What follows belongs to an exercise in optimizing a design on an open flow for small area; a production flow would make more cautious choices. Function was checked by simulation only, so behaviour that the tests miss may differ from the original. Power figures rest on the tool's default switching activity, not on a simulated workload.

===== run.sh =====
#!/bin/bash
# synth_recipe.tcl (not shown) runs the flow's synth.tcl, then flattens the netlist and writes it again
# the make line also repeats each setting of config.mk as NAME=value (left out here)
make -C /OpenROAD-flow-scripts/flow DESIGN_CONFIG=/design/flow/config.mk WORK_HOME=/design/flow/orfs CLKGATE_MAP_FILE= SYNTH_SCRIPT=/design/flow/synth_recipe.tcl finish

===== constraint.sdc =====
create_clock -name core_clock -period 8.0 [get_ports {clk}]
set_input_delay 1.6000 -clock core_clock [delete_from_list [all_inputs] [get_ports {clk}]]
set_output_delay 1.6000 -clock core_clock [all_outputs]
set_load 0.01 [all_outputs]

===== design.v =====
module tpms_decoder (
    input  wire        clk,
    input  wire        rst,
    input  wire        cmd_valid,
    input  wire [34:0] cmd,
    output wire        out_valid,
    output wire [31:0] rec_sensor_id,
    output wire [15:0] rec_pressure,
    output wire [15:0] rec_temperature,
    output wire [1:0]  rec_battery,
    output wire [63:0] rec_raw_bits,
    output wire [15:0] rec_raw_count
);
    reg        live;        
    reg        act;         
    reg        phase;       
    reg [6:0]  cnt;         
    reg [59:0] acc;         
    reg [7:0]  crc;
    reg        vld;
    wire [1:0]  op    = cmd[34:33];
    wire        level = cmd[32];
    wire [31:0] d     = cmd[31:0];
    wire        opnd0 = (cmd[32:0] == 33'd0);
    wire feed  = cmd_valid & (op == 2'b00);
    wire fe    = feed & live;
    wire alloc = cmd_valid & (op == 2'b10) & opnd0;
    wire rstc  = cmd_valid & (op == 2'b01) & opnd0 & live;
    wire freec = cmd_valid & (op == 2'b11) & opnd0 & live;
    wire dsm  = (d[31:10] == 22'd0);
    wire [9:0] dl = d[9:0];
    wire w_short = dsm & (dl >= 10'd63)  & (dl <= 10'd183);
    wire w_long  = dsm & (dl >= 10'd184) & (dl <= 10'd304);
    wire w_start = dsm & (dl >= 10'd428) & (dl <= 10'd548);
    wire b      = acc[0];
    wire e      = b ^ phase;                  
    wire ok     = (level == e) & (w_short | (w_long & ~phase));
    wire shift  = phase | ~w_short;           
    wire bitv   = ~level;
    wire pre    = (cnt[6:3] == 4'd0);
    wire last   = cnt[6] & cnt[1] & cnt[0];    
    wire kill   = ~ok | (shift & pre & ~level) | (shift & last);
    wire       fb       = (crc[7] ^ bitv) & (cnt[6] | cnt[5] | cnt[4]);
    wire [7:0] crc_step = {crc[6:0], 1'b0} ^ {5'b0, fb, fb, fb};
    wire       crc_ok   = (crc_step == acc[58:51]);
    always @(posedge clk) begin
        if (feed & shift) begin
            acc <= {acc[58:0], bitv};
            crc <= crc_step;
        end
        if (rst) begin
            live <= 1'b0;
            vld  <= 1'b0;
        end else begin
            if (alloc)
                live <= 1'b1;
            else if (freec)
                live <= 1'b0;
            vld <= fe & act & ok & shift & last & crc_ok;
        end
        if (alloc | rstc)
            act <= 1'b0;
        else if (fe)
            act <= act ? ~kill : (level & w_start);
        if (!act) begin
            phase <= 1'b0;
            cnt   <= 7'd0;
        end else if (fe) begin
            phase <= ~phase & w_short;
            if (shift)
                cnt <= cnt + 7'd1;
        end
    end
    wire [59:0] f = acc & {60{vld}};
    wire [15:0] t = {8'h00, f[7:0]} - 16'd50;
    assign out_valid       = vld;
    assign rec_sensor_id   = {8'h00, f[41:18]};
    assign rec_pressure    = {7'h00, f[17:9]};
    assign rec_temperature = t & {16{vld}};
    assign rec_battery     = {vld, 1'b0};
    assign rec_raw_bits    = {4'h0, f};
    assign rec_raw_count   = {10'd0, vld, vld, vld, vld, 2'b00};
endmodule

===== config.mk =====
export PLATFORM = sky130hd
export DESIGN_NAME = tpms_decoder
export DESIGN_NICKNAME = tpms_decoder
export VERILOG_FILES = /design/flow/design.v
export SDC_FILE = /design/flow/constraint.sdc
export NUM_CORES = 4
export LEC_CHECK = 0
export CAP_MARGIN = 20
export CORE_MARGIN = 2
export CORE_UTILIZATION = 40
export SLEW_MARGIN = 20

==> results of run 1 <==
-- per-layer routing --
metal | GRT usage, % | wire length (microns) | vias up
met5 | 0 | 0 | -
met4 | 6.000 | 148 | 0
met3 | 4.020 | 511 | 11
met2 | 22.58 | 3719 | 135
met1 | 18.07 | 3419 | 1291
li1 | - | - | 1360
-- cells by family (layout without fill, tap and decap cells) --
kind of cell / Yosys count / count (layout)
compound gates: 36 / 36
simple gates: 130 / 130
xor+xnor: 16 / 16
fa+ha+maj: 2 / 2
buf+inv: 92 / 172
flops: 79 / 79
other cells: 1 / 32
-- report_power, final --
part,switching [uW],total [uW],internal (uW)
combinational,21.6,42.9,21.3
clock,130,269,138
sequential,4.89,459,454
total,157,771,614
-- flip-flops by register name, indices dropped and copies added (netlist names) --
signal / flops
live: 1
acc: 60
act: 1
cnt: 7
vld: 1
phase: 1
crc: 8
-- worst max-delay path by stage --
stage / cells after the start / slack (ps) / end / start
2_1_floorplan: 5 / 2290 / acc[0]$_DFFE_PP_ / cmd[7]
3_3_place_gp: 5 / 3640 / rec_temperature[8] / vld$_SDFF_PP0_
3_5_place_dp: 5 / 3490 / rec_temperature[13] / vld$_SDFF_PP0_
4_1_cts: 5 / 3100 / rec_temperature[13] / vld$_SDFF_PP0_
5_1_grt: 5 / 3210 / rec_temperature[13] / vld$_SDFF_PP0_
6_report: 5 / 3490 / rec_temperature[13] / vld$_SDFF_PP0_
-- worst max-delay path, stage by stage (launching register included) --
cell and delay, ps:
dfxtp_2 610, nand2_1 220, inv_1 70, o311a_1 390, nor4b_2 560, clkdlybuf4s50_1 670
-- synth_stat cells (3+ instances only) --
cell / instances / share of area [%]
buf_4: 78 / 14
edfxtp_1: 68 / 50
and2_1: 62 / 9.5
nand2_1: 15 / 1.4
dfxtp_1: 11 / 5.4
nor4_1: 10 / 1.5
a21oi_1: 9 / 1.1
nor2_1: 9 / 0.82
xor2_1: 9 / 1.9
clkbuf_1: 8 / 0.73
nand4_1: 6 / 0.92
xnor2_1: 6 / 1.3
inv_1: 5 / 0.46
o31ai_1: 5 / 0.92
nand3_1: 4 / 0.49
nor2b_1: 4 / 0.61
nor3_1: 4 / 0.49
o21ai_0: 4 / 0.49
or4_1: 4 / 0.73
and3_1: 3 / 0.46
nand2b_1: 3 / 0.46
o21ai_1: 3 / 0.37
or3_1: 3 / 0.46
-- stage by stage --
step / instance area (sq um) / instances / worst slack, ps / utilization, % / power, uW
4_1_cts: 5466 / 600 / 3102 / 55.42 / 779.1
6_report: 5473 / 600 / 3488 / 55.48 / 770.9
2_1_floorplan: 4214 / 387 / 2286 / - / 497.7
3_5_place_dp: 5291 / 586 / 3486 / 53.64 / 511.3
3_3_place_gp: 5291 / 586 / 3640 / 53.64 / 510.7
5_1_grt: 5473 / 600 / 3210 / 55.48 / 803.4
-- final cells by class --
type | count | area (sq um)
multi-input combinational | 216 | 1320
fill | 846 | 4392
clock inverter | 5 | 51.30
sequential | 79 | 2263
inverter | 5 | 18.77
clock buffer | 9 | 123.9
tap | 133 | 166.4
timing repair buffer | 153 | 1529
-- cell usage in the layout (no fill, tap or decap), types with 2 or more instances in the layout --
cell and instances:
nand4_1 6, o21ai_1 3, o211ai_1 2, and3_1 3, a211oi_1 2, nand2b_1 3, xor2_1 9, xnor2_1 6
or3_1 3, o21ai_0 4, nor3_1 4, dfxtp_1 10, clkdlybuf4s50_1 152, ha_1 2, nor4_1 10, conb_1 32
nor2b_1 4, a31oi_1 2, and2_1 62, or4_1 4, clkinv_1 2, inv_1 5, nor2_1 8, a21oi_1 9
clkbuf_8 9, nand3_1 4, o31ai_1 5, nand2_1 15, edfxtp_1 68
==> metrics.md, run 1 <==
| Metric | Value |
|---|---|
| Outcome | complete, no violations |
| Largest net degree at the start of global routing | 75 |
| Maxcap violations | 0 |
| Worst-path clk slew | approximately 70 ps |
| 1st-iter DRT viols | between 90 and 100 |
| Hold_sp | acc[40]$_DFFE_PP_ |
| DRC | 0 |
| Drt via density | 4.662 |
| Post-DP HPWL | 5.892 mm |
| Hold depth | 0 |
| ANT nets after route | 0 |
| Max Freq | 221.6 MHz |
| Simple-Gate Fraction of Synth Area | 18.75% |
| Die height | 105.2 microns |
| Register bit total from synthesis | 79 |
| Starting Density | 41.54% |
| CP Capture Type | output port |
| Max VDD drop | just over 0.00007 V |
| Hold Path Class | reg2reg |
| First-pass GRT wire length | ~12 mm |
| Total grt overflow | 0 |
| Vias | 2797 |
| Slew margin rel. | 34.45% |
| Final Setup Violations | 0 |
| Synth Area in Adders | 0.6107% |
| Cells after Synth | between 300 and 400 |
| Number of flops mapped to enable cells by yosys | 68 |
| Unrepaired setup endpoints after global routing | false |
| Largest family of logic cells by synthesized area | simple AND/OR/NAND/NOR gates |
| Lkg Pwr | between 0.0015 and 0.002 uW |
| Die ar. | 11070 sq um |
| H-tree levels | 3 |
| Inserted Diodes | 0 |
| Hold WS | 447.4 ps |
| CTS tree | yes |
| CP max FO | 74 |
| CP Class | reg2out |
| Final Max Slew Viols | 0 |
| Compound-cell area share of the yosys netlist | about 5.8% |
| Synth Area per Inst | 11.51 sq um |
| Ys flop type | edfxtp_1 |
| Post-synth cell types | 41 |
| Post-cts resize count | 0 |
| Clock latency (worst-skew pair) | 350 ps |
| Area grow syn2layout | 33.56% |
| Core area | a little under 10000 sq um |
| NumNets Final | about 500 |
| Fin crit period | 4512 ps |
| Pwr Density | 140.9 nW/um^2 |
| R2r endpoint | crc[3]$_DFFE_PP_ |
| Fin crit share | between 50 and 60% |
| Initial antenna violation count | 0 |
| Port bufs | 152 |
| Worst reg-to-reg path cell count | 4 |
| CTS Buf Count | 9 |
| DR pass1 iterations | 4 |
| CTS hold repair buffers | 0 |
| Rows | 36 |
| Critical Path RT | 6400 ps |
| Avg WL per Cell | 13.00 microns |
| I/O Pins | 185 |
| Post-synth ARST share | 0% |
| Vias in the first global route | 2543 |
| CTS Buffer Depth | 2 |
| Layout cells sized above 1 | 3.640% |
| Multiplexer share of the synthesized area | 0% |
| Mapped cell area | 4098 sq um |
| Global placer's final weighted congestion | roughly 0.74 |
| Worst-margin pin slew | 983.3 ps |
| Xor/xnor share of the synthesized area | 3.756% |
| CTS root buffer | clkbuf_8 |
| R2r startpoint | phase$_SDFFE_PN0P_ |
| Seq/Total Area, Yosys | around 55% |
| R2R Setup Slk | 5670 ps |
| Setup TNS | 0 ps |
| Startpoint Class | register |
| Clk_skew | between 8 and 9 ps |
| Final wirelength | slightly below 8 mm |
| Final hold vios | 0 |
| Post-CTS Setup Bufs | 0 |
| Worst Hold End | acc[41]$_DFFE_PP_ |
| GRT Overall Usage | 14.18% |
| Critical path arrival | 2910 ps |
| Die width | 105.2 microns |
| Ys Warns | 1 |
| CTS Sinks | 79 |
==> inputs of run 2 (changes only) <==
--- a/design.v
+++ b/design.v
@@ -15,7 +15,7 @@
     reg        act;         
     reg        phase;       
     reg [6:0]  cnt;         
-    reg [59:0] acc;         
+    reg [59:0] acc_n;       
     reg [7:0]  crc;
     reg        vld;
     wire [1:0]  op    = cmd[34:33];
@@ -23,16 +23,15 @@
     wire [31:0] d     = cmd[31:0];
     wire        opnd0 = (cmd[32:0] == 33'd0);
     wire feed  = cmd_valid & (op == 2'b00);
-    wire fe    = feed & live;
     wire alloc = cmd_valid & (op == 2'b10) & opnd0;
-    wire rstc  = cmd_valid & (op == 2'b01) & opnd0 & live;
-    wire freec = cmd_valid & (op == 2'b11) & opnd0 & live;
+    wire rstc  = cmd_valid & (op == 2'b01) & opnd0;
+    wire freec = cmd_valid & (op == 2'b11) & opnd0;
     wire dsm  = (d[31:10] == 22'd0);
     wire [9:0] dl = d[9:0];
     wire w_short = dsm & (dl >= 10'd63)  & (dl <= 10'd183);
     wire w_long  = dsm & (dl >= 10'd184) & (dl <= 10'd304);
     wire w_start = dsm & (dl >= 10'd428) & (dl <= 10'd548);
-    wire b      = acc[0];
+    wire b      = ~acc_n[0];
     wire e      = b ^ phase;                  
     wire ok     = (level == e) & (w_short | (w_long & ~phase));
     wire shift  = phase | ~w_short;           
@@ -40,12 +39,14 @@
     wire pre    = (cnt[6:3] == 4'd0);
     wire last   = cnt[6] & cnt[1] & cnt[0];    
     wire kill   = ~ok | (shift & pre & ~level) | (shift & last);
-    wire       fb       = (crc[7] ^ bitv) & (cnt[6] | cnt[5] | cnt[4]);
-    wire [7:0] crc_step = {crc[6:0], 1'b0} ^ {5'b0, fb, fb, fb};
-    wire       crc_ok   = (crc_step == acc[58:51]);
+    wire       in_c     = (cnt[6:3] == 4'd1);
+    wire       fb       = crc[7] & ~pre;
+    wire [7:0] crc_step = {crc[6:0], 1'b0} ^ {5'b0, fb, fb, fb} ^
+                          (in_c ? {bitv, 2'b00, bitv, bitv, 3'b000} : {7'b0, bitv});
+    wire       crc_ok   = (crc_step == 8'd0);
     always @(posedge clk) begin
         if (feed & shift) begin
-            acc <= {acc[58:0], bitv};
+            acc_n <= {acc_n[58:0], level};
             crc <= crc_step;
         end
         if (rst) begin
@@ -56,22 +57,22 @@
                 live <= 1'b1;
             else if (freec)
                 live <= 1'b0;
-            vld <= fe & act & ok & shift & last & crc_ok;
+            vld <= feed & live & act & ok & shift & last & crc_ok;
         end
         if (alloc | rstc)
             act <= 1'b0;
-        else if (fe)
+        else if (feed)
             act <= act ? ~kill : (level & w_start);
         if (!act) begin
             phase <= 1'b0;
             cnt   <= 7'd0;
-        end else if (fe) begin
+        end else if (feed) begin
             phase <= ~phase & w_short;
             if (shift)
                 cnt <= cnt + 7'd1;
         end
     end
-    wire [59:0] f = acc & {60{vld}};
+    wire [59:0] f = ~acc_n & {60{vld}};
     wire [15:0] t = {8'h00, f[7:0]} - 16'd50;
     assign out_valid       = vld;
     assign rec_sensor_id   = {8'h00, f[41:18]};
==> flow/run.sh (new file) <==
#!/bin/bash
# The standard layout, with each port buffered by a sky130_fd_sc_hd__buf_1
# (buffer_ports otherwise picks clkdlybuf4s50_1, a larger delay buffer).
set -euo pipefail
export BUFFER_PORTS_ARGS="-buffer_cell sky130_fd_sc_hd__buf_1"
bash standard.sh > standard.log 2>&1
==> standard.sh (new file) <==
#!/bin/bash
# synth_recipe.tcl (not shown) runs the flow's synth.tcl, then flattens the netlist and writes it again
# the make line also repeats each setting of config.mk as NAME=value (left out here)
make -C /OpenROAD-flow-scripts/flow DESIGN_CONFIG=/design/flow/config.mk WORK_HOME=/design/flow/orfs CLKGATE_MAP_FILE= SYNTH_SCRIPT=/design/flow/synth_recipe.tcl "${@:-finish}"
removed: run.sh
==> run 2 against run 1 <==
Net effect: still clean; area after synthesis is 1.8% lower; combinational power is 21% lower; sequential cell count stayed put; clock skew is 3.5 ps lower; synthesized cell count is 2.0% higher; worst hold slack better by 7.1 ps; largest cell class unchanged.
==> metrics.md, run 2 <==
| Metric | Value |
|---|---|
| Outcome | complete, no violations |
| Post-cts resize count | 0 (unchanged) |
| Final wirelength | 7.294 mm (-6.5%) |
| Avg WL per Cell | 12.02 microns (-7.5%) |
| R2r startpoint | phase$_SDFFE_PN0P_ |
| Pwr Density | 184.3 nW/um^2 (+31%) |
| Number of flops mapped to enable cells by yosys | 68 (unchanged) |
| NumNets Final | 509 (+0.99%) |
| DR pass1 iterations | 4 (unchanged) |
| Layout Utilization | 45.72% (-9.8 points) |
| DRC | 0 (unchanged) |
| GRT Overall Usage | 13.33% (-0.85 points) |
| Synth top area share | 50.75% (+0.91 points) |
| Reg area | 2262 sq um (about the same) |
| Most common cell after layout, fill and taps aside | buf_1 |
| Drt via density | 4.568 (-2.0%) |
| Ys Warns | 1 (unchanged) |
| ANT nets after route | 0 (unchanged) |
| CTS Buffer Depth | 2 (unchanged) |
| Die width | 104.3 microns (-0.87%) |
| Worst reg-to-reg path cell count | 6 (+2) |
| CTS tree | yes |
| Post-synth ARST share | 0% (unchanged) |
| CP Class | reg2out |
| Post-CTS Setup Bufs | 0 (unchanged) |
| Die ar. | 10880 sq um (-1.7%) |
| Post-synth cell types | 49 (+20%) |
| Cells after Synth | 363 (+2.0%) |
| Leading area contributor after synthesis | edfxtp_1 |
| Startpoint Class | register |
| Seq/Total Area, Yosys | 56.22% (+1.0 points) |
| Ys flop type | edfxtp_1 |
| Fin crit period | 4530 ps (+18.45 ps) |
| Final Setup Violations | 0 (unchanged) |
| Global placer's final weighted congestion | 0.8443 (+14%) |
| Fin crit share | 56.63% (+0.23 points) |
| R2R Setup Slk | 5450 ps (-220 ps) |
| Total grt overflow | 0 (unchanged) |
| CTS Buf Count | 9 (unchanged) |
| Cell with the most instances after synthesis | buf_4 |
| Rows | 36 (unchanged) |
| Vias in the first global route | 2455 (-3.5%) |
| Register bit total from synthesis | 79 (unchanged) |
| CP max FO | 64 (-14%) |
| Core area | 9774 sq um (-0.91%) |
| Area grow syn2layout | 11.07% |
| Layout cells sized above 1 | 5.485% (+1.8 points) |
| Max FFs per register | 60 (unchanged) |
| CTS root buffer | clkbuf_8 |
| Max VDD drop | 0.0001242 V (+75%) |
| Worst-margin pin slew | 977.6 ps (-5.703 ps) |
| Max Freq | 220.7 MHz (-0.41%) |
| Top post-synthesis cells by area | edfxtp_1, buf_4, nor2_1 |
| Worst Hold End | acc_n[58]$_DFFE_PP_ |
| Final Max Slew Viols | 0 (unchanged) |
| Inserted Diodes | 0 (unchanged) |
| Final hold vios | 0 (unchanged) |
| Post-DP Area | 4243 sq um (-20%) |
| H-tree levels | 3 (unchanged) |
| Critical Path RT | 6400 ps (about the same) |
| Hold depth | 0 (unchanged) |
| Largest net degree at the start of global routing | 65 (-13%) |
| Setup TNS | 0 ps (unchanged) |
| R2r endpoint | cnt[0]$_SDFFE_PN0P_ |
| Design area | 4469 sq um (-18%) |
| Reg with most FFs | acc_n |
| Unrepaired setup endpoints after global routing | false |
| Multi-input gate area | 1214 sq um (-8.1%) |
| Maxcap violations | 0 (unchanged) |
| Synth top cells by count | buf_4, nor2_1, edfxtp_1 |
| CTS Sinks | 79 (unchanged) |
| Critical path arrival | 2930 ps (+20 ps) |
| 1st-iter DRT viols | 150 (+53%) |
| Starting Density | 41.17% (-0.37 points) |
| Fillers | 935 (+11%) |
| I/O Pins | 185 (unchanged) |
| Worst-path clk slew | 90 ps (+20 ps) |
| Synth Area per Inst | 11.09 sq um (-3.7%) |
| Port bufs | 152 (unchanged) |
| Slew margin rel. | 34.83% (+0.38 points) |
| Post-DP HPWL | 5.228 mm (-11%) |
| Biggest regs | acc_n: 60 flops, crc: 8 flops, cnt: 7 flops |
| Hold Path Class | reg2reg |
| Clk_skew | 5.393 ps (-3.479 ps) |
| Hold_sp | acc_n[57]$_DFFE_PP_ |
| Highest-count cells in the layout ignoring fill and taps | buf_1, nor2_1, edfxtp_1 |
| Lkg Pwr | 0.001489 uW (-21%) |
| Mapped cell area | 4024 sq um (-1.8%) |
| Initial antenna violation count | 0 (unchanged) |
| Clock latency (worst-skew pair) | 340 ps (about the same) |
| CTS hold repair buffers | 0 (unchanged) |
| CP Capture Type | output port |
| Vias | 2773 (-0.86%) |
| First-pass GRT wire length | 11.66 mm (-6.1%) |
| Die height | 104.3 microns (-0.87%) |
[run 2: cell types whose count changed in the layout (fill, tap and decap cells not counted), moves of 4 or more]
cell | before | now
and2_1 | 62 | 2
buf_1 | 0 | 152
clkdlybuf4s50_1 | 152 | 0
nand3_1 | 4 | 8
nor2_1 | 8 | 71
o21ai_0 | 4 | 8
[run 2: report_power, final]
group | internal [uW] | total [uW] | switching, uW
registers | 454 | 459 | 4.81
clock network | 180 | 331 | 151
logic | 10.3 | 33.8 | 23.5
[run 2: per-layer routing]
layer / GRT usage [%] / routed length, microns / up-vias
met5: 0 / 0 / -
met4: 4.054 / 94 / 0
met3: 4.511 / 538 / 9
met2: 20.77 / 3332 / 142
met1: 17.57 / 3328 / 1243
li1: - / - / 1379
[run 2: layout make-up]
class	count	share of cell area, %
Clock inverter	7	2.296
Tap cell	133	3.723
Timing Repair Buffer	153	12.93
Clock buffer	9	2.772
Inverter	6	0.5039
Sequential cell	79	50.62
Multi-Input combinational cell	220	27.16
[run 2: worst max path at each step]
stage                          end      startpoint  slack (ps)  cells past startpoint
6_report        rec_temperature[9]  vld$_SDFF_PP0_        3470                      5
5_1_grt        rec_temperature[13]  vld$_SDFF_PP0_        3020                      5
4_1_cts        rec_temperature[14]  vld$_SDFF_PP0_        3360                      5
3_5_place_dp   rec_temperature[14]  vld$_SDFF_PP0_        3760                      5
3_3_place_gp   rec_temperature[13]  vld$_SDFF_PP0_        3830                      5
2_1_floorplan   acc_n[0]$_DFFE_PP_          cmd[2]        2110                      5
[run 2: cell families after synthesis]
group                    Yosys count  synth area share [%]
AO/OA/AOI/OAI                     33                 6.064
adder cells (fa/ha/maj)            2                0.6218
multiplexers                       3                0.7774
buffers and inverters             95                 16.70
XOR/XNOR                          13                 2.830
flip-flops                        79                 56.22
AND/OR/NAND/NOR                  137                 16.70
other                              1               0.09319
[run 2: metrics by stage]
step	std cells	hold slack, ps	setup slack (ps)	power (uW)
floorplan	394	427.5	2112	500.0
global placement	591	433.7	3829	501.2
detailed placement	591	433.8	3757	502.2
CTS	607	456.1	3363	834.1
finish	607	454.5	3470	823.8
global route	607	466.9	3023	855.2
[run 2: critical path, cell delays in order, from the launching register on]
cell and delay (ps):
dfxtp_1 440, inv_2 740, nor2_1 140, o311ai_0 670
and4_1 410, buf_1 180
==> inputs of run 3 (changes only) <==
==> run.sh (new file) <==
#!/bin/bash
# synth_recipe.tcl (not shown) runs the flow's synth.tcl, then flattens the netlist and writes it again
# the make line also repeats each setting of config.mk as NAME=value (left out here)
make -C /OpenROAD-flow-scripts/flow DESIGN_CONFIG=/design/flow/config.mk WORK_HOME=/design/flow/orfs CLKGATE_MAP_FILE= SYNTH_SCRIPT=/design/flow/synth_recipe.tcl finish
removed: flow/run.sh
removed: standard.sh
==> run 3 against run 2 <==
Net effect: sequential share of layout area fell by 8.8 points; clock skew rose by 1.3 ps; die area did not move; worst setup slack got worse by 390 ps; critical path type unchanged; still clean; area after synthesis did not move; sequential power barely moved; register-to-register slack got worse by 40 ps; count of clock-buffer cells in the layout rose by 1; final area rose by 21%; utilization rose by 9.6 points; fmax fell by 7.9%; cell count did not move.
==> metrics.md, run 3 <==
| Metric | Value |
|---|---|
| Die ar. | 10880 sq um (unchanged) |
| Post-DP Area | 5194 sq um (+22%) |
| GRT Overall Usage | 14.46% (+1.1 points) |
| Vias in the first global route | 2666 (+8.6%) |
| Biggest regs | acc_n: 60 flops, crc: 8 flops, cnt: 7 flops |
| CP max FO | 64 (unchanged) |
| CTS Buffer Depth | 2 (unchanged) |
| DR pass1 iterations | 4 (unchanged) |
| Largest net degree at the start of global routing | 65 (unchanged) |
| Ys Warns | 1 (unchanged) |
| Hold depth | 0 (unchanged) |
| Starting Density | 41.17% (unchanged) |
| H-tree levels | 3 (unchanged) |
| Hold Path Class | reg2reg |
| Clk_skew | 6.686 ps (+1.293 ps) |
| CTS tree | yes |
| Maxcap violations | 0 (unchanged) |
| Post-CTS Setup Bufs | 0 (unchanged) |
| Post-synth ARST share | 0% (unchanged) |
| Clock power frac | 38.7% (-1.5 points) |
| Final cell count without fillers | 607 (unchanged) |
| Inserted Diodes | 0 (unchanged) |
| R2R Setup Slk | 5410 ps (-40 ps) |
| R2r endpoint | acc_n[16]$_DFFE_PP_ |
| Core area | 9774 sq um (unchanged) |
| Fin crit share | 61.51% (+4.9 points) |
| Synth top area share | 50.75% (unchanged) |
| Post-synth cell types | 49 (unchanged) |
| Critical path arrival | 3320 ps (+390 ps) |
| Sw Share | 20.80% (-0.98 points) |
| Hold_sp | acc_n[51]$_DFFE_PP_ |
| Critical path destination | rec_temperature[10] |
| Number of flops mapped to enable cells by yosys | 68 (unchanged) |
| Vias | 2841 (+2.5%) |
| Unrepaired setup endpoints after global routing | false |
| Mapped cell area | 4024 sq um (unchanged) |
| Reg with most FFs | acc_n |
| Ys flop type | edfxtp_1 |
| Post-DP HPWL | 5.955 mm (+14%) |
| Port bufs | 152 (unchanged) |
| Worst-margin pin slew | 1000 ps (+22.48 ps) |
| Layout cells sized above 1 | 5.063% (-0.42 points) |
| Worst setup path startpoint | vld$_SDFF_PP0_ |
| Register bit total from synthesis | 79 (unchanged) |
| CTS hold repair buffers | 0 (unchanged) |
| Highest-count cells in the layout ignoring fill and taps | clkdlybuf4s50_1, nor2_1, edfxtp_1 |
| Fin crit period | 4920 ps (+390.0 ps) |
| Worst-path clk slew | 80 ps (about the same) |
| R2r startpoint | phase$_SDFFE_PN0P_ |
| NumNets Final | 509 (unchanged) |
| CP Class | reg2out |
| Leading area contributor after synthesis | edfxtp_1 |
| Outcome | complete, no violations |
| DRC | 0 (unchanged) |
| Share of power burned in registers | 55.8% (about the same) |
| 1st-iter DRT viols | 111 (-26%) |
| Dpl cells | 591 (unchanged) |
| Area grow syn2layout | 34.36% |
| CP Capture Type | output port |
| Startpoint Class | register |
| Pre-CTS setup slack | 3365 ps (-392.7 ps) |
| CTS root buffer | clkbuf_8 |
| CTS Sinks | 79 (unchanged) |
| Cells after Synth | 363 (unchanged) |
| Global placer's final weighted congestion | 0.7847 (-7.1%) |
| Slew margin rel. | 33.33% (-1.5 points) |
| Max VDD drop | 0.00007425 V (-40%) |
| Most common cell after layout, fill and taps aside | clkdlybuf4s50_1 |
| Worst reg-to-reg path cell count | 5 (-1) |
| Setup TNS | 0 ps (unchanged) |
| Initial antenna violation count | 0 (unchanged) |
| Avg WL per Cell | 13.37 microns (+11%) |
| Max Freq | 203.2 MHz (-7.9%) |
| Final wirelength | 8.115 mm (+11%) |
| Clock latency (worst-skew pair) | 340 ps (about the same) |
| Max FFs per register | 60 (unchanged) |
| Post-cts resize count | 0 (unchanged) |
| Final hold vios | 0 (unchanged) |
| Combinational share of power | 5.5% (+1.4 points) |
| Top post-synthesis cells by area | edfxtp_1, buf_4, nor2_1 |
| Final Max Slew Viols | 0 (unchanged) |
| Internal Power | 651.5 uW (+1.1%) |
| I/O Pins | 185 (unchanged) |
| NetSw | 171.1 uW (-4.6%) |
| Design area | 5406 sq um (+21%) |
| CTS Buf Count | 9 (unchanged) |
| Die height | 104.3 microns (unchanged) |
| Rows | 36 (unchanged) |
| Lkg Pwr | 0.001832 uW (+23%) |
| ANT nets after route | 0 (unchanged) |
| Pwr Density | 152.2 nW/um^2 (-17%) |
| Seq/Total Area, Yosys | 56.22% (unchanged) |
| Synth Area per Inst | 11.09 sq um (unchanged) |
| Cell with the most instances after synthesis | buf_4 |
| Die width | 104.3 microns (unchanged) |
| Final Setup Violations | 0 (unchanged) |
| Synth top cells by count | buf_4, nor2_1, edfxtp_1 |
| Total grt overflow | 0 (unchanged) |
| Hold WS | 453.4 ps (-1.083 ps) |
| First-pass GRT wire length | 12.83 mm (+10%) |
| Final worst setup slack | 3080 ps (-390.0 ps) |
| Drt via density | 4.680 (+2.5%) |
| Critical Path RT | 6400 ps (about the same) |
run 3: per-stage QoR:
stage                     utilization, %  total power, uW
after floorplan                        -            500.0
after global placement             53.14            513.0
after detailed placement           53.14            513.7
after CTS                          55.31            831.3
after global routing               55.31            854.8
final                              55.31            822.6
run 3: critical path, cell delays in order (launching register included):
cell and delay, ps:
dfxtp_1 440, inv_2 760, nor2_1 150, o311ai_0 610, and4_1 420, clkdlybuf4s50_1 590
run 3: power groups by stage:
stage | clock, uW | sequential, uW | combinational [uW]
floorplan | 0 | 468 | 32.3
global placement | 0 | 468 | 44.8
detailed placement | 0 | 468 | 45.3
CTS | 327 | 459 | 45.3
global route | 345 | 460 | 49.6
finish | 318 | 459 | 45.5
run 3: area by class of cell:
| class | count | area, sq um |
|---|---|---|
| sequential | 79 | 2262 |
| timing repair buffer | 153 | 1529 |
| multi-input combinational | 220 | 1214 |
| inverter | 6 | 22.52 |
| fill | 876 | 4368 |
| tap | 133 | 166.4 |
| clock buffer | 10 | 127.6 |
| clock inverter | 6 | 85.08 |
run 3: cell families (layout without fill, tap and decap cells):
logic type | count (synthesis) | count (layout) | synth area share [%]
AO/OA/AOI/OAI | 33 | 33 | 6.064
multiplexers | 3 | 3 | 0.7774
buffers and inverters | 95 | 175 | 16.70
adder cells (fa/ha/maj) | 2 | 2 | 0.6218
XOR/XNOR | 13 | 13 | 2.830
other | 1 | 32 | 0.09319
AND/OR/NAND/NOR | 137 | 137 | 16.70
flip-flops | 79 | 79 | 56.22
run 3: how the worst min path moves through the flow:
| stage | slack [ps] | end |
|---|---|---|
| 2_1_floorplan | 430 | crc[5]$_DFFE_PP_ |
| 3_5_place_dp | 440 | acc_n[52]$_DFFE_PP_ |
| 5_1_grt | 470 | acc_n[14]$_DFFE_PP_ |
| 3_3_place_gp | 430 | acc_n[9]$_DFFE_PP_ |
| 6_report | 450 | acc_n[52]$_DFFE_PP_ |
| 4_1_cts | 460 | acc_n[52]$_DFFE_PP_ |
run 3: routing by layer:
| layer | global-route usage [%] | vias to the layer above | wire, microns |
|---|---|---|---|
| met5 | 0 | - | 0 |
| met4 | 4.344 | 0 | 91 |
| met3 | 4.637 | 11 | 601 |
| met2 | 22.92 | 137 | 3705 |
| met1 | 18.92 | 1319 | 3716 |
| li1 | - | 1374 | - |
==> inputs of run 4 (changes only) <==
==> flow/run.sh (new file) <==
#!/bin/bash
# The standard layout, with two changes:
# - each port is buffered by a sky130_fd_sc_hd__buf_1 (buffer_ports would
#   otherwise pick clkdlybuf4s50_1, a larger delay buffer);
# - clock tree synthesis without dummy loads, with clkbuf_8 buffers.
set -euo pipefail
export BUFFER_PORTS_ARGS="-buffer_cell sky130_fd_sc_hd__buf_1"
export CTS_ARGS="-sink_clustering_enable -repair_clock_nets -dont_use_dummy_load -buf_list sky130_fd_sc_hd__clkbuf_8"
bash standard.sh > standard.log 2>&1
==> standard.sh (new file) <==
#!/bin/bash
# synth_recipe.tcl (not shown) runs the flow's synth.tcl, then flattens the netlist and writes it again
# the make line also repeats each setting of config.mk as NAME=value (left out here)
make -C /OpenROAD-flow-scripts/flow DESIGN_CONFIG=/design/flow/config.mk WORK_HOME=/design/flow/orfs CLKGATE_MAP_FILE= SYNTH_SCRIPT=/design/flow/synth_recipe.tcl "${@:-finish}"
removed: run.sh
==> run 4 against run 3 <==
Net effect: register-to-register slack improved by 50 ps; clock skew rose by 19 ps; utilization is 11 points lower; combinational power shrank 25%; sequential cell count unchanged; critical path depth unchanged; worst setup slack improved by 410 ps; synthesized cell count unchanged; clock power shrank 31%; via count fell by 2.7%; power shrank 13%; sequential power barely moved; largest cell class unchanged; largest power group unchanged.
==> metrics.md, run 4 <==
| Metric | Value |
|---|---|
| Outcome | complete, no violations |
| Fin crit share | 56.40% (-5.1 points) |
| Biggest regs | acc_n: 60 flops, crc: 8 flops, cnt: 7 flops |
| Total grt overflow | 0 (unchanged) |
| Hold Path Class | reg2reg |
| DRC | 0 (unchanged) |
| CP max FO | 64 (unchanged) |
| Seq/Total Area, Yosys | 56.22% (unchanged) |
| Final wirelength | 7.276 mm (-10%) |
| Starting Density | 41.17% (unchanged) |
| H-tree levels | 3 (unchanged) |
| First-pass GRT wire length | 11.59 mm (-9.7%) |
| Number of flops mapped to enable cells by yosys | 68 (unchanged) |
| Startpoint Class | register |
| Vias | 2764 (-2.7%) |
| Avg WL per Cell | 12.13 microns (-9.3%) |
| Final Max Slew Viols | 0 (unchanged) |
| Ys flop type | edfxtp_1 |
| I/O Pins | 185 (unchanged) |
| Pwr Density | 163.1 nW/um^2 (+7.2%) |
| Max Freq | 221.6 MHz (+9.0%) |
| CTS Buffer Depth | 2 (unchanged) |
| Cell with the most instances after synthesis | buf_4 |
| NumNets Final | 509 (unchanged) |
| Hold depth | 0 (unchanged) |
| ANT nets after route | 0 (unchanged) |
| Lkg Pwr | 0.001438 uW (-22%) |
| Worst-path clk slew | 90 ps (about the same) |
| Max VDD drop | 0.00007977 V (+7.4%) |
| Unrepaired setup endpoints after global routing | false |
| Synth top cells by count | buf_4, nor2_1, edfxtp_1 |
| Post-DP HPWL | 5.228 mm (-12%) |
| Port bufs | 152 (unchanged) |
| Reg with most FFs | acc_n |
| Post-synth ARST share | 0% (unchanged) |
| Ys Warns | 1 (unchanged) |
| Clk_skew | 25.72 ps (+19.04 ps) |
| CTS Sinks | 79 (unchanged) |
| Critical path arrival | 2910 ps (-410 ps) |
| DR pass1 iterations | 4 (unchanged) |
| Register bit total from synthesis | 79 (unchanged) |
| Largest net degree at the start of global routing | 65 (unchanged) |
| CTS root buffer | clkbuf_8 |
| Layout Utilization | 44.67% (-11 points) |
| Post-synth cell types | 49 (unchanged) |
| GRT Overall Usage | 13.22% (-1.2 points) |
| Area grow syn2layout | 8.520% |
| Rows | 36 (unchanged) |
| Highest-count cells in the layout ignoring fill and taps | buf_1, nor2_1, edfxtp_1 |
| Post-CTS Setup Bufs | 0 (unchanged) |
| CTS Buf Count | 9 (unchanged) |
| Post-DP Area | 4243 sq um (-18%) |
| Worst reg-to-reg path cell count | 6 (+1) |
| Leading area contributor after synthesis | edfxtp_1 |
| 1st-iter DRT viols | 162 (+46%) |
| Setup TNS | 0 ps (unchanged) |
| Most common cell after layout, fill and taps aside | buf_1 |
| Die width | 104.3 microns (unchanged) |
| Initial antenna violation count | 0 (unchanged) |
| Inserted Diodes | 0 (unchanged) |
| Layout cells sized above 1 | 4.069% (-0.99 points) |
| Cells after Synth | 363 (unchanged) |
| Slew margin rel. | 35.11% (+1.8 points) |
| Die ar. | 10880 sq um (unchanged) |
| Vias in the first global route | 2441 (-8.4%) |
| Drt via density | 4.607 (-1.6%) |
| CP Capture Type | output port |
| Design area | 4367 sq um (-19%) |
| Final hold vios | 0 (unchanged) |
| CTS hold repair buffers | 0 (unchanged) |
| Maxcap violations | 0 (unchanged) |
| Final Setup Violations | 0 (unchanged) |
| Max FFs per register | 60 (unchanged) |
| Top post-synthesis cells by area | edfxtp_1, buf_4, nor2_1 |
| Synth Area per Inst | 11.09 sq um (unchanged) |
| Mapped cell area | 4024 sq um (unchanged) |
| Worst-margin pin slew | 973.3 ps (-26.80 ps) |
| Global placer's final weighted congestion | 0.8443 (+7.6%) |
| Synth top area share | 50.75% (unchanged) |
| Core area | 9774 sq um (unchanged) |
| CP Class | reg2out |
| Post-cts resize count | 0 (unchanged) |
| Die height | 104.3 microns (unchanged) |
| Fin crit period | 4512 ps (-408.2 ps) |
| CTS tree | yes |
| Clock latency (worst-skew pair) | 340 ps (about the same) |
| Critical Path RT | 6400 ps (about the same) |
[run 4: cell counts after synthesis]
Identical to the previous run, type by type.
[run 4: worst max-delay path: stages (launching register included)]
cell	delay [ps]
dfxtp_1	430
inv_2	750
nor2_1	140
o311ai_0	670
and4_1	410
buf_1	180
[run 4: metrics by stage]
step / cells / total power [uW] / setup WS (ps) / hold WS (ps)
floorplan: 394 / 500.0 / 2112 / 427.5
global placement: 591 / 501.2 / 3829 / 433.7
detailed placement: 591 / 502.2 / 3757 / 433.8
CTS: 600 / 722.8 / 3392 / 443.0
global route: 600 / 741.0 / 3052 / 453.4
finish: 600 / 712.1 / 3488 / 443.3
[run 4: final cells by class]
type	count	area, sq um
Clock buffer	9	123.9
Tap cell	133	166.4
Fill cell	943	5408
Sequential cell	79	2262
Inverter	6	22.52
Timing Repair Buffer	153	578.1
Multi-Input combinational cell	220	1214
[run 4: cell families after synthesis]
logic type	synth area share (%)
simple gates	16.70
buf+inv	16.70
flops	56.22
compound gates	6.064
xor+xnor	2.830
mux	0.7774
fa+ha+maj	0.6218
other cells	0.09319
[run 4: layer usage]
| metal | global-route usage [%] | vias up | wire [microns] |
|---|---|---|---|
| met5 | 0 | - | 0 |
| met4 | 4.633 | 0 | 120 |
| met3 | 3.947 | 13 | 475 |
| met2 | 20.59 | 145 | 3282 |
| met1 | 17.53 | 1232 | 3397 |
| li1 | - | 1374 | - |
[run 4: power breakdown]
part	switching [uW]	internal, uW	total (uW)
Combinational	23.6	10.3	33.9
Clock	118	101	219
Sequential	4.79	454	459
Total	147	565	712
[run 4: path summary, 6_finish.rpt]
check                                          from                  end  slack (ps)
worst min-delay path            acc_n[26]$_DFFE_PP_  acc_n[27]$_DFFE_PP_         440
worst max register to register   phase$_SDFFE_PN0P_  cnt[0]$_SDFFE_PN0P_        5460
worst max-delay path                 vld$_SDFF_PP0_   rec_temperature[9]        3490
worst min register to register  acc_n[26]$_DFFE_PP_  acc_n[27]$_DFFE_PP_         440
==> inputs of run 5 (changes only) <==
==> flow/run.sh (replaced) <==
#!/bin/bash
# The standard layout, with two changes:
# - each port is buffered by a sky130_fd_sc_hd__buf_1 (buffer_ports would
#   otherwise pick clkdlybuf4s50_1, a larger delay buffer);
# - clock tree synthesis without dummy loads, with large sink clusters.
set -euo pipefail
export BUFFER_PORTS_ARGS="-buffer_cell sky130_fd_sc_hd__buf_1"
export CTS_ARGS="-sink_clustering_enable -repair_clock_nets -dont_use_dummy_load -buf_list sky130_fd_sc_hd__clkbuf_16 -sink_clustering_size 100 -sink_clustering_max_diameter 500"
bash standard.sh > standard.log 2>&1
==> run 5 against run 4 <==
Net effect: still clean on timing, DRC and antenna; via count up 0.33%; sequential cell count unchanged; combinational power about the same; register-to-register slack about the same; die area is the same; clock power increased by about 50%; worst setup slack better by 27 ps; critical path depth unchanged; count of clock-buffer cells in the layout is the same; synthesized cell count unchanged; critical endpoint unchanged.
==> metrics.md, run 5 <==
| Metric | Value |
|---|---|
| Fin crit period | 4486 ps (-26.69 ps) |
| Hold Path Class | reg2reg |
| Setup TNS | 0 ps (unchanged) |
| CP max FO | 64 (unchanged) |
| DRC | 0 (unchanged) |
| NumNets Final | 509 (unchanged) |
| Worst Hold End | acc_n[27]$_DFFE_PP_ |
| Post-synth ARST share | 0% (unchanged) |
| Slowest library cell on the worst path | inv_2 |
| Avg WL per Cell | 12.14 microns (+0.12%) |
| CTS Buf Count | 9 (unchanged) |
| Register bit total from synthesis | 79 (unchanged) |
| Core area | 9774 sq um (unchanged) |
| Critical path arrival | 2890 ps (-20 ps) |
| Internal Power | 662.5 uW (+17%) |
| Drt via density | 4.622 (+0.33%) |
| Final hold vios | 0 (unchanged) |
| R2r startpoint | phase$_SDFFE_PN0P_ |
| Starting Density | 41.17% (unchanged) |
| Worst reg-to-reg path cell count | 6 (unchanged) |
| Die ar. | 10880 sq um (unchanged) |
| Compound-cell area share of the yosys netlist | 6.063% (unchanged) |
| Reg area | 2262 sq um (unchanged) |
| Seq/Total Area, Yosys | 56.22% (unchanged) |
| Pwr Density | 184.0 nW/um^2 (+13%) |
| Vias in the first global route | 2445 (+0.16%) |
| Post-cts resize count | 0 (unchanged) |
| Combinational share of power | 4.1% (-0.7 points) |
| First-pass GRT wire length | 11.63 mm (+0.29%) |
| Max Freq | 222.9 MHz (+0.59%) |
| Sw Share | 19.40% (-1.2 points) |
| Final Max Slew Viols | 0 (unchanged) |
| NetSw | 159.5 uW (+8.7%) |
| Ys Warns | 1 (unchanged) |
| Final wirelength | 7.285 mm (+0.12%) |
| Lkg Pwr | 0.001484 uW (+3.2%) |
| Area grow syn2layout | 11.04% |
| Highest-count cells in the layout ignoring fill and taps | buf_1, nor2_1, edfxtp_1 |
| Biggest regs | acc_n: 60 flops, crc: 8 flops, cnt: 7 flops |
| 1st-iter DRT viols | 171 (+5.6%) |
| R2r endpoint | cnt[0]$_SDFFE_PN0P_ |
| CTS hold repair buffers | 0 (unchanged) |
| Reg with most FFs | acc_n |
| Die width | 104.3 microns (unchanged) |
| Cells after Synth | 363 (unchanged) |
| Post-synth cell types | 49 (unchanged) |
| Critical Path RT | 6400 ps (about the same) |
| Clock power frac | 39.9% (+9.2 points) |
| Worst-path clk slew | 60 ps (-30 ps) |
| Most common cell after layout, fill and taps aside | buf_1 |
| Clk_skew | 17.55 ps (-8.173 ps) |
| Top post-synthesis cells by area | edfxtp_1, buf_4, nor2_1 |
| Global placer's final weighted congestion | 0.8443 (unchanged) |
| CTS Buffer Depth | 2 (unchanged) |
| Clock latency (worst-skew pair) | 330 ps (about the same) |
| Largest family of logic cells by synthesized area | simple AND/OR/NAND/NOR gates |
| Initial antenna violation count | 0 (unchanged) |
| Share of power burned in registers | 56.0% (-8.5 points) |
| Critical Path, Cell by Cell | inv_2 -> nor2_1 -> o311ai_0 -> and4_1 -> buf_1 |
| Multiplexer share of the synthesized area | 0.7774% (unchanged) |
| Fin crit share | 56.07% (-0.33 points) |
| Outcome | complete, no violations |
| Post-CTS Setup Bufs | 0 (unchanged) |
| Worst-margin pin slew | 972.3 ps (-0.9778 ps) |
| CTS tree | yes |
| Max stage delay on crit path | 740 ps (about the same) |
| Multi-input gate area | 1214 sq um (unchanged) |
| Max FFs per register | 60 (unchanged) |
| Simple-Gate Fraction of Synth Area | 16.70% (unchanged) |
| Unrepaired setup endpoints after global routing | false |
| Largest delay contributor family on the critical path | buffers and inverters |
| Post-DP HPWL | 5.228 mm (unchanged) |
| Synth top cells by count | buf_4, nor2_1, edfxtp_1 |
| Largest net degree at the start of global routing | 65 (unchanged) |
| DR pass1 iterations | 4 (unchanged) |
| Mapped cell area | 4024 sq um (unchanged) |
| CP Capture Type | output port |
| Design Power | 821.9 uW (+15%) |
| ANT nets after route | 0 (unchanged) |
| Cell with the most instances after synthesis | buf_4 |
| Synth Area per Inst | 11.09 sq um (unchanged) |
| Rows | 36 (unchanged) |
| Port bufs | 152 (unchanged) |
| CP Class | reg2out |
| Total grt overflow | 0 (unchanged) |
| GRT Overall Usage | 13.25% (+0.027 points) |
| Hold depth | 0 (unchanged) |
| Max VDD drop | 0.0001168 V (+46%) |
| Die height | 104.3 microns (unchanged) |
| Hold_sp | acc_n[26]$_DFFE_PP_ |
| Synth Area in Adders | 0.6219% (unchanged) |
| Synth top area share | 50.75% (unchanged) |
| Fillers | 931 (-1.3%) |
| Inserted Diodes | 0 (unchanged) |
| Startpoint Class | register |
| Leading area contributor after synthesis | edfxtp_1 |
| Final Setup Violations | 0 (unchanged) |
| CTS root buffer | clkbuf_16 |
| Ys flop type | edfxtp_1 |
| CTS Sinks | 79 (unchanged) |
| Slew margin rel. | 35.18% (+0.065 points) |
| I/O Pins | 185 (unchanged) |
| Maxcap violations | 0 (unchanged) |
| Number of flops mapped to enable cells by yosys | 68 (unchanged) |
| H-tree levels | 3 (unchanged) |
| Vias | 2773 (+0.33%) |
| R2R Setup Slk | 5460 ps (about the same) |
| Layout cells sized above 1 | 4.069% (unchanged) |
| Xor/xnor share of the synthesized area | 2.830% (unchanged) |
| Buf/Inv on CP | 2 (unchanged) |
==> run 5: cell counts after synthesis <==
Identical to the previous run, type by type.
==> run 5: routing by layer <==
layer / global-route usage (%) / share of wire (%)
met5: 0 / 0
met4: 4.344 / 1.5
met3: 4.135 / 7.0
met1: 17.49 / 46
met2: 20.73 / 45
==> run 5: layout make-up <==
class                   instances  area share (%)
multi-input cells             220           27.16
inverters                       6          0.5041
clock buffers                   9           5.041
repair buffers                153           12.94
well taps                     133           3.724
flip-flops and latches         79           50.63
==> run 5: worst max-delay path by stage <==
| stage | cells past startpoint | startpoint | endpoint |
|---|---|---|---|
| 2_1_floorplan | 5 | cmd[2] | acc_n[0]$_DFFE_PP_ |
| 3_3_place_gp | 5 | vld$_SDFF_PP0_ | rec_temperature[13] |
| 3_5_place_dp | 5 | vld$_SDFF_PP0_ | rec_temperature[14] |
| 4_1_cts | 5 | vld$_SDFF_PP0_ | rec_temperature[14] |
| 5_1_grt | 5 | vld$_SDFF_PP0_ | rec_temperature[13] |
| 6_report | 5 | vld$_SDFF_PP0_ | rec_temperature[9] |
==> run 5: power by group through the flow <==
stage | clock network, uW | registers, uW | logic [uW]
after floorplan | 0 | 468 | 32.3
after global placement | 0 | 468 | 32.9
after detailed placement | 0 | 468 | 33.8
after CTS | 337 | 460 | 33.7
after global routing | 353 | 461 | 38.1
final | 328 | 460 | 33.8
==> run 5: cell families (layout without fill, tap and decap cells) <==
group,Yosys count,after routing
xor gates and xnor gates,13,13
AOI/OAI and AO/OA,33,33
DFF,79,79
muxes,3,3
adders and majority gates,2,2
buffers and inverters,95,168
and+or+nand+nor,137,137
other,1,32
==> run 5: through the flow <==
stage | cells | utilization, % | hold WS (ps) | area (sq um) | worst slack (ps)
after floorplan | 394 | - | 427.5 | 4140 | 2112
after global placement | 591 | 43.41 | 433.7 | 4243 | 3829
after detailed placement | 591 | 43.41 | 433.8 | 4243 | 3757
after CTS | 600 | 45.71 | 443.1 | 4468 | 3413
after global routing | 600 | 45.71 | 455.7 | 4468 | 3076
final | 600 | 45.71 | 446.7 | 4468 | 3514
==> inputs of run 6 (changes only) <==
--- a/design.v
+++ b/design.v
@@ -17,7 +17,6 @@
     reg [6:0]  cnt;         
     reg [59:0] acc_n;       
     reg [7:0]  crc;
-    reg        vld;
     wire [1:0]  op    = cmd[34:33];
     wire        level = cmd[32];
     wire [31:0] d     = cmd[31:0];
@@ -27,10 +26,11 @@
     wire rstc  = cmd_valid & (op == 2'b01) & opnd0;
     wire freec = cmd_valid & (op == 2'b11) & opnd0;
     wire dsm  = (d[31:10] == 22'd0);
-    wire [9:0] dl = d[9:0];
-    wire w_short = dsm & (dl >= 10'd63)  & (dl <= 10'd183);
-    wire w_long  = dsm & (dl >= 10'd184) & (dl <= 10'd304);
-    wire w_start = dsm & (dl >= 10'd428) & (dl <= 10'd548);
+    wire [3:0] h  = d[9:6];
+    wire [5:0] lo = d[5:0];
+    wire w_short = dsm & (((h == 4'd0) & (&lo)) | (h == 4'd1) | ((h == 4'd2) & (lo <= 6'd55)));
+    wire w_long  = dsm & (((h == 4'd2) & (lo > 6'd55)) | (h == 4'd3) | ((h == 4'd4) & (lo <= 6'd48)));
+    wire w_start = dsm & (((h == 4'd6) & (lo >= 6'd44)) | (h == 4'd7) | ((h == 4'd8) & (lo <= 6'd36)));
     wire b      = ~acc_n[0];
     wire e      = b ^ phase;                  
     wire ok     = (level == e) & (w_short | (w_long & ~phase));
@@ -43,23 +43,18 @@
     wire       fb       = crc[7] & ~pre;
     wire [7:0] crc_step = {crc[6:0], 1'b0} ^ {5'b0, fb, fb, fb} ^
                           (in_c ? {bitv, 2'b00, bitv, bitv, 3'b000} : {7'b0, bitv});
-    wire       crc_ok   = (crc_step == 8'd0);
     always @(posedge clk) begin
         if (feed & shift) begin
             acc_n <= {acc_n[58:0], level};
             crc <= crc_step;
         end
-        if (rst) begin
+        if (rst)
             live <= 1'b0;
-            vld  <= 1'b0;
-        end else begin
-            if (alloc)
-                live <= 1'b1;
-            else if (freec)
-                live <= 1'b0;
-            vld <= feed & live & act & ok & shift & last & crc_ok;
-        end
-        if (alloc | rstc)
+        else if (alloc)
+            live <= 1'b1;
+        else if (freec)
+            live <= 1'b0;
+        if (rst | alloc | rstc)
             act <= 1'b0;
         else if (feed)
             act <= act ? ~kill : (level & w_start);
@@ -68,12 +63,21 @@
             cnt   <= 7'd0;
         end else if (feed) begin
             phase <= ~phase & w_short;
-            if (shift)
+            if (shift & ok)
                 cnt <= cnt + 7'd1;
         end
     end
-    wire [59:0] f = ~acc_n & {60{vld}};
-    wire [15:0] t = {8'h00, f[7:0]} - 16'd50;
+    wire        vld = live & cnt[6] & cnt[2] & (crc == 8'd0);    
+    wire [59:0] f   = ~acc_n & {60{vld}};
+    wire [7:0] g  = ~acc_n[7:0];
+    wire       c3 = g[2] | g[1];
+    wire       c4 = g[3] | c3;
+    wire       c5 = g[4] & c4;
+    wire       c6 = g[5] & c5;
+    wire       c7 = g[6] | c6;
+    wire       c8 = g[7] | c7;
+    wire [15:0] t = {{8{~c8}}, ~(g[7] ^ c7), ~(g[6] ^ c6), g[5] ^ c5, g[4] ^ c4,
+                     ~(g[3] ^ c3), ~(g[2] ^ g[1]), ~g[1], g[0]};
     assign out_valid       = vld;
     assign rec_sensor_id   = {8'h00, f[41:18]};
     assign rec_pressure    = {7'h00, f[17:9]};
==> flow/run.sh (replaced) <==
#!/bin/bash
# The standard layout, with these changes:
# - each port is buffered by a sky130_fd_sc_hd__buf_1 (buffer_ports would
#   otherwise pick clkdlybuf4s50_1, a larger delay buffer);
# - clock tree synthesis without dummy loads;
# - the constant outputs share the synthesis's single tie cell instead of
#   getting one tie cell each.
set -euo pipefail
export BUFFER_PORTS_ARGS="-buffer_cell sky130_fd_sc_hd__buf_1"
export CTS_ARGS="-sink_clustering_enable -repair_clock_nets -dont_use_dummy_load -buf_list sky130_fd_sc_hd__clkbuf_8"
export SKIP_REPAIR_TIE_FANOUT=1
bash standard.sh > standard.log 2>&1
--- a/config.mk
+++ b/config.mk
@@ -5,7 +5,7 @@
 export SDC_FILE = /design/flow/constraint.sdc
 export NUM_CORES = 4
 export LEC_CHECK = 0
-export CAP_MARGIN = 20
+export CAP_MARGIN = 0
 export CORE_MARGIN = 2
 export CORE_UTILIZATION = 40
-export SLEW_MARGIN = 20
+export SLEW_MARGIN = 0
==> run 6 against run 5 <==
Net effect: still clean on timing, DRC and antenna; critical path depth grew 5; count of clock-buffer cells in the layout is the same; register-to-register slack gained 380 ps; fmax grew 16%; worst setup slack gained 630 ps; sequential power shrank 1%; final area shrank 6.7%; first-iteration DRC count shrank 29%.
==> metrics.md, run 6 <==
| Metric | Value |
|---|---|
| CTS root buffer | clkbuf_8 |
| Core area | 9639 sq um (-1.4%) |
| Drt via density | 4.656 (+0.74%) |
| Post-synth ARST share | 0% (unchanged) |
| Unrepaired setup endpoints after global routing | false |
| NumNets Final | 472 (-7.3%) |
| Fin crit share | 48.22% (-7.9 points) |
| Worst-path clk slew | 70 ps (about the same) |
| 1st-iter DRT viols | 121 (-29%) |
| Internal Power | 560.0 uW (-15%) |
| Global-route layer with the greatest usage | met2 |
| CTS tree | yes |
| Reg with most FFs | acc_n |
| DRC | 0 (unchanged) |
| Biggest regs | acc_n: 60 flops, crc: 8 flops, cnt: 7 flops |
| Register bit total from synthesis | 78 (-1.3%) |
| Vias in the first global route | 2285 (-6.5%) |
| Hold Path Class | reg2reg |
| CP Class | reg2out |
| Die width | 102.9 microns (-1.4%) |
| Rows | 36 (unchanged) |
| Ys flop type | edfxtp_1 |
| Cells after Synth | 350 (-3.6%) |
| Cell with the most instances after synthesis | buf_4 |
| Fin crit period | 3857 ps (-628.2 ps) |
| Clk_skew | 23.30 ps (+5.754 ps) |
| Die ar. | 10580 sq um (-2.7%) |
| Clock latency (worst-skew pair) | 340 ps (about the same) |
| Synth Area per Inst | 11.17 sq um (+0.78%) |
| CTS hold repair buffers | 0 (unchanged) |
| GR Util met1 | 17.54% (+0.051 points) |
| GRT Overall Usage | 13.29% (+0.047 points) |
| Total grt overflow | 0 (unchanged) |
| Synth top cells by count | buf_4, nor2_1, edfxtp_1 |
| Share of power burned in registers | 64.1% (+8.1 points) |
| CP Capture Type | output port |
| Post-DP HPWL | 5.184 mm (-0.84%) |
| Pwr Density | 170.0 nW/um^2 (-7.6%) |
| Clock power frac | 31.2% (-8.7 points) |
| Setup TNS | 0 ps (unchanged) |
| Area grow syn2layout | 6.592% |
| Sw Share | 20.96% (+1.6 points) |
| Slew margin rel. | 42.80% (+7.6 points) |
| Outcome | complete, no violations |
| ANT nets after route | 0 (unchanged) |
| Max stage delay on crit path | 430 ps (-310 ps) |
| CTS Buffer Depth | 2 (unchanged) |
| Starting Density | 40.56% (-0.60 points) |
| Vias | 2598 (-6.3%) |
| Final hold vios | 0 (unchanged) |
| Layout cells sized above 1 | 4.706% (+0.64 points) |
| I/O Pins | 185 (unchanged) |
| CTS Buf Count | 9 (unchanged) |
| Largest net degree at the start of global routing | 69 (+6.2%) |
| CP max FO | 4 (-94%) |
| Critical Path RT | 6400 ps (about the same) |
| CTS Sinks | 78 (-1.3%) |
| Max Freq | 259.2 MHz (+16%) |
| Startpoint Class | register |
| Post-synth cell types | 47 (-4.1%) |
| Design Power | 708.5 uW (-14%) |
| Leading area contributor after synthesis | edfxtp_1 |
| Number of flops mapped to enable cells by yosys | 68 (unchanged) |
| Port bufs | 152 (unchanged) |
| First-pass GRT wire length | 10.75 mm (-7.5%) |
| Most common cell after layout, fill and taps aside | buf_1 |
| Post-cts resize count | 0 (unchanged) |
| Met3 layer usage reported by global route | 4.610% (+0.47 points) |
| Critical path arrival | 2260 ps (-630 ps) |
| Met2 Use GR | 21.32% (+0.59 points) |
| CP dominant cell by count | ha_1 |
| NetSw | 148.5 uW (-6.9%) |
| Top post-synthesis cells by area | edfxtp_1, buf_4, nor2_1 |
| DR pass1 iterations | 4 (unchanged) |
| Mapped cell area | 3910 sq um (-2.8%) |
| Combinational share of power | 4.7% (+0.6 points) |
| Maxcap violations | 0 (unchanged) |
| H-tree levels | 3 (unchanged) |
| Max VDD drop | 0.00006452 V (-45%) |
| Final Max Slew Viols | 0 (unchanged) |
| Hold WS | 437.1 ps (-9.601 ps) |
| Seq/Total Area, Yosys | 57.34% (+1.1 points) |
| Die height | 102.9 microns (-1.4%) |
| Highest-count cells in the layout ignoring fill and taps | buf_1, nor2_1, edfxtp_1 |
| Lkg Pwr | 0.001401 uW (-5.6%) |
| Ys Warns | 1 (unchanged) |
| Critical Path, Cell by Cell | ha_1 -> ha_1 -> inv_1 -> ha_1 -> ha_1 -> inv_1 -> ha_1 -> ha_1 -> nor2_1 -> buf_1 |
| Inserted Diodes | 0 (unchanged) |
| Final wirelength | 7.277 mm (-0.11%) |
| Max FFs per register | 60 (unchanged) |
| Synth top area share | 52.22% (+1.5 points) |
| Avg WL per Cell | 13.04 microns (+7.4%) |
| Global placer's final weighted congestion | 0.8482 (+0.46%) |
| Worst-margin pin slew | 858.0 ps (-114.3 ps) |
| Post-CTS Setup Bufs | 0 (unchanged) |
| Initial antenna violation count | 0 (unchanged) |
| Final Setup Violations | 0 (unchanged) |
| Slowest library cell on the worst path | edfxtp_1 |
run 6: cell types whose count changed after synthesis, sizes merged, moves of 4 or more:
cell | previous run | this run
a21oi | 9 | 3
ha | 2 | 7
nand3 | 8 | 12
nand4 | 5 | 1
run 6: logic make-up (layout without fill, tap and decap cells):
kind of cell | count (synthesis) | in the layout | synth area share, %
other | 1 | 1 | 0.09591
multiplexers | 2 | 2 | 0.5120
flip-flops | 78 | 78 | 57.34
AND/OR/NAND/NOR | 131 | 131 | 15.46
XOR/XNOR | 9 | 9 | 2.016
AO/OA/AOI/OAI | 27 | 27 | 5.536
buffers and inverters | 95 | 170 | 16.80
adder cells (fa/ha/maj) | 7 | 7 | 2.240
run 6: stage by stage:
stage	worst slack, ps	area [sq um]	cells	utilization [%]
floorplan	2592	3910	350	-
global placement	4366	4044	549	41.95
detailed placement	4282	4044	549	41.95
CTS	4104	4168	558	43.24
global route	3972	4168	558	43.24
finish	4143	4168	558	43.24
run 6: path summary, 6_finish.rpt:
check / start / endpoint / slack (ps) / depth (start not counted)
max: acc_n[1]$_DFFE_PP_ / rec_temperature[7] / 4140 / 10
min: acc_n[24]$_DFFE_PP_ / acc_n[25]$_DFFE_PP_ / 440 / 0
max reg2reg: acc_n[0]$_DFFE_PP_ / cnt[5]$_SDFFE_PN0P_ / 5840 / 6
min reg2reg: acc_n[24]$_DFFE_PP_ / acc_n[25]$_DFFE_PP_ / 440 / 0
run 6: power by group through the flow:
stage	logic (uW)	registers, uW	clock network [uW]
after CTS	33.3	455	230
after detailed placement	33.2	463	0
after global placement	32.5	463	0
after global routing	36.9	455	245
final	33.2	454	221
after floorplan	31.5	462	0
run 6: per-layer routing:
metal	vias up	part of all wire, %
met5	-	0
met4	0	0.89
met3	7	5.9
met2	102	46
met1	1214	47
li1	1275	-
run 6: final cells by class:
| cell class | count | area (sq um) |
|---|---|---|
| Tap cell | 133 | 166.4 |
| Clock buffer | 9 | 123.9 |
| Fill cell | 935 | 5472 |
| Sequential cell | 78 | 2242 |
| Inverter | 7 | 26.28 |
| Timing Repair Buffer | 154 | 585.6 |
| Multi-Input combinational cell | 177 | 1023 |
run 6: worst max-delay path, delay by kind of cell (launching register included):
| family | cells | cell delay (ps) |
|---|---|---|
| fa+ha+maj | 6 | 1080 |
| flops | 1 | 430 |
| buf+inv | 3 | 260 |
| simple gates | 1 | 150 |
==> inputs of run 7 (changes only) <==
--- a/config.mk
+++ b/config.mk
@@ -7,5 +7,5 @@
 export LEC_CHECK = 0
 export CAP_MARGIN = 0
 export CORE_MARGIN = 2
-export CORE_UTILIZATION = 40
+export CORE_UTILIZATION = 65
 export SLEW_MARGIN = 0
==> run 7 against run 6 <==
Net effect: via count decreased by 0.31%; sequential cell count unchanged; power decreased by 0.14%; count of clock-buffer cells in the layout unchanged; cell count decreased by 10%; sequential share of layout area increased by 0.95 points; critical endpoint is now rec_temperature[13]; clock skew decreased by 4.9 ps; clock power about the same; worst hold slack improved by 10 ps; combinational power about the same; die area decreased by 37%.
==> metrics.md, run 7 <==
| Metric | Value |
|---|---|
| Outcome | complete, no violations |
| Starting Density | 66.83% (+26 points) |
| Number of flops mapped to enable cells by yosys | 68 (unchanged) |
| CP Capture Type | output port |
| Worst Hold End | acc_n[28]$_DFFE_PP_ |
| Worst-margin pin slew | 804.8 ps (-53.16 ps) |
| Leading area contributor after synthesis | edfxtp_1 |
| DR pass1 iterations | 4 (unchanged) |
| Highest-count cells in the layout ignoring fill and taps | buf_1, nor2_1, edfxtp_1 |
| Die ar. | 6652 sq um (-37%) |
| Max stage delay on crit path | 420 ps (about the same) |
| Reg area | 2242 sq um (unchanged) |
| Critical Path RT | 6400 ps (about the same) |
| CTS Sinks | 78 (unchanged) |
| Die width | 81.56 microns (-21%) |
| Biggest regs | acc_n: 60 flops, crc: 8 flops, cnt: 7 flops |
| Post-cts resize count | 0 (unchanged) |
| Total grt overflow | 0 (unchanged) |
| Avg WL per Cell | 14.65 microns (+12%) |
| Final hold vios | 0 (unchanged) |
| Post-synth ARST share | 0% (unchanged) |
| Critical path arrival | 2390 ps (+130 ps) |
| Worst-path clk slew | 60 ps (about the same) |
| Critical Path, Cell by Cell | nor4_1 -> nand3_2 -> inv_1 -> and2_1 -> buf_1 |
| CTS Buf Count | 9 (unchanged) |
| Unrepaired setup endpoints after global routing | false |
| Drt via density | 5.180 (+11%) |
| Area grow syn2layout | 4.736% |
| Final cell count without fillers | 500 (-10%) |
| Layout cells sized above 1 | 4.706% (unchanged) |
| H-tree levels | 3 (unchanged) |
| I/O Pins | 185 (unchanged) |
| Final Max Slew Viols | 0 (unchanged) |
| Layout Utilization | 70.00% (+27 points) |
| First-pass GRT wire length | 10.42 mm (-3.1%) |
| Max FFs per register | 60 (unchanged) |
| Pwr Density | 172.8 nW/um^2 (+1.6%) |
| R2r startpoint | acc_n[0]$_DFFE_PP_ |
| Post-DP HPWL | 5.390 mm (+4.0%) |
| Cell with the most instances after synthesis | buf_4 |
| Synth top cells by count | buf_4, nor2_1, edfxtp_1 |
| Inserted Diodes | 0 (unchanged) |
| Die height | 81.56 microns (-21%) |
| Global placer's final weighted congestion | 0.8430 (-0.61%) |
| Buf/Inv on CP | 2 (-1) |
| Post-DP Area | 3971 sq um (-1.8%) |
| Initial antenna violation count | 0 (unchanged) |
| Max Freq | 250.5 MHz (-3.4%) |
| Seq/Total Area, Yosys | 57.34% (unchanged) |
| Max VDD drop | 0.0001037 V (+61%) |
| CTS tree | yes |
| CTS Buffer Depth | 2 (unchanged) |
| Synth top area share | 52.22% (unchanged) |
| Rows | 28 (-22%) |
| Hold_sp | acc_n[27]$_DFFE_PP_ |
| ANT nets after route | 0 (unchanged) |
| Most common cell after layout, fill and taps aside | buf_1 |
| Setup TNS | 0 ps (unchanged) |
| Clk_skew | 18.41 ps (-4.894 ps) |
| Top post-synthesis cells by area | edfxtp_1, buf_4, nor2_1 |
| Largest net degree at the start of global routing | 69 (unchanged) |
| Multi-input gate area | 1023 sq um (unchanged) |
| Synth Area per Inst | 11.17 sq um (unchanged) |
| CP Class | reg2out |
| Maxcap violations | 0 (unchanged) |
| Mapped cell area | 3910 sq um (unchanged) |
| NumNets Final | 472 (unchanged) |
| Post-synth cell types | 47 (unchanged) |
| Clock latency (worst-skew pair) | 340 ps (about the same) |
| Ys Warns | 1 (unchanged) |
==> run 7: cell counts in the layout (fill, tap and decap cells not counted) <==
Identical to the previous run, type by type.
==> run 7: worst max path at each step <==
stage                           from  depth (start not counted)                  end
finish              crc[3]$_DFFE_PP_                          5  rec_temperature[13]
global route        crc[3]$_DFFE_PP_                          5  rec_temperature[13]
CTS                 crc[3]$_DFFE_PP_                          5  rec_temperature[13]
detailed placement            cmd[4]                          7  cnt[5]$_SDFFE_PN0P_
global placement              cmd[4]                          7  cnt[5]$_SDFFE_PN0P_
floorplan                     cmd[7]                          5   acc_n[0]$_DFFE_PP_
==> run 7: kinds of logic after synthesis <==
family	Yosys count	share of synthesized area [%]
AND/OR/NAND/NOR	131	15.46
XOR/XNOR	9	2.016
AO/OA/AOI/OAI	27	5.536
flip-flops	78	57.34
adder cells (fa/ha/maj)	7	2.240
other	1	0.09591
multiplexers	2	0.5120
buffers and inverters	95	16.80
==> run 7: per-stage QoR <==
stage,hold slack [ps],total power [uW]
2_1_floorplan,427.2,493.7
5_1_grt,451.4,733.6
4_1_cts,447.0,711.5
3_5_place_dp,433.0,496.9
3_3_place_gp,431.9,495.8
6_report,447.3,707.5
==> run 7: final cells by class <==
cell class	count	share of cell area, %
sequential	78	54.75
clock buffer	9	3.025
timing repair buffer	154	14.30
inverter	7	0.6416
tap	75	2.291
multi-input combinational	177	24.99
==> run 7: power by group <==
| group | total, uW | switching (uW) | internal (uW) |
|---|---|---|---|
| sequential | 455 | 4.92 | 450 |
| combinational | 33.5 | 23.7 | 9.78 |
| clock | 220 | 119 | 101 |
==> run 7: worst register-to-register path, delay by kind of cell, from the launching register on <==
kind	cells	cell delay, ps
AOI/OAI and AO/OA	3	640
xor gates and xnor gates	1	420
DFF	1	440
and+or+nand+nor	2	660
==> run 7: per-layer routing <==
metal  wire length (microns)  global-route usage, %  vias to the layer above  part of all wire [%]
met5                       0                      0                        -                     0
met2                    3503                  35.74                      116                    48
met1                    3205                  27.04                     1184                    44
met3                     490                  5.714                       11                   6.7
li1                        -                      -                     1279                     -
met4                     127                  8.305                        0                   1.7

==> port drivers added, routing unchanged <==
No port has a modelled driver above. Below, the same layouts with a new extraction and two added sets of constraints. Step 1: set_driving_cell puts a clkbuf_16 on clk and a buf_2 on each other input, an assumption about the parent block. Step 2 also shifts input and output timing later by t, the mid clock arrival at the registers, as if the neighbouring blocks saw the same clock. Slacks: ideal / step 1 / step 2; pairs: ideal / step 1.
run	t, ns	setup slack, ns	hold slack, ns	latest minus earliest clock arrival (ns)	pins driven straight from the clock port
run 1	0.375	3.488 / 3.453 / 3.590	0.447 / 0.447 / 0.447	0.010 / 0.010	1
run 2	0.369	3.470 / 3.440 / 3.809	0.455 / 0.455 / 0.455	0.007 / 0.007	1
run 3	0.371	3.080 / 3.050 / 3.422	0.453 / 0.453 / 0.453	0.008 / 0.009	1
run 4	0.358	3.488 / 3.458 / 3.816	0.443 / 0.443 / 0.443	0.027 / 0.028	1
run 5	0.353	3.514 / 3.480 / 3.832	0.447 / 0.447 / 0.447	0.019 / 0.019	1
run 6	0.362	4.143 / 4.114 / 4.219	0.437 / 0.437 / 0.437	0.024 / 0.024	1
run 7	0.357	4.008 / 3.979 / 4.284	0.447 / 0.447 / 0.447	0.018 / 0.018	1
After both steps every run listed still meets setup and hold.
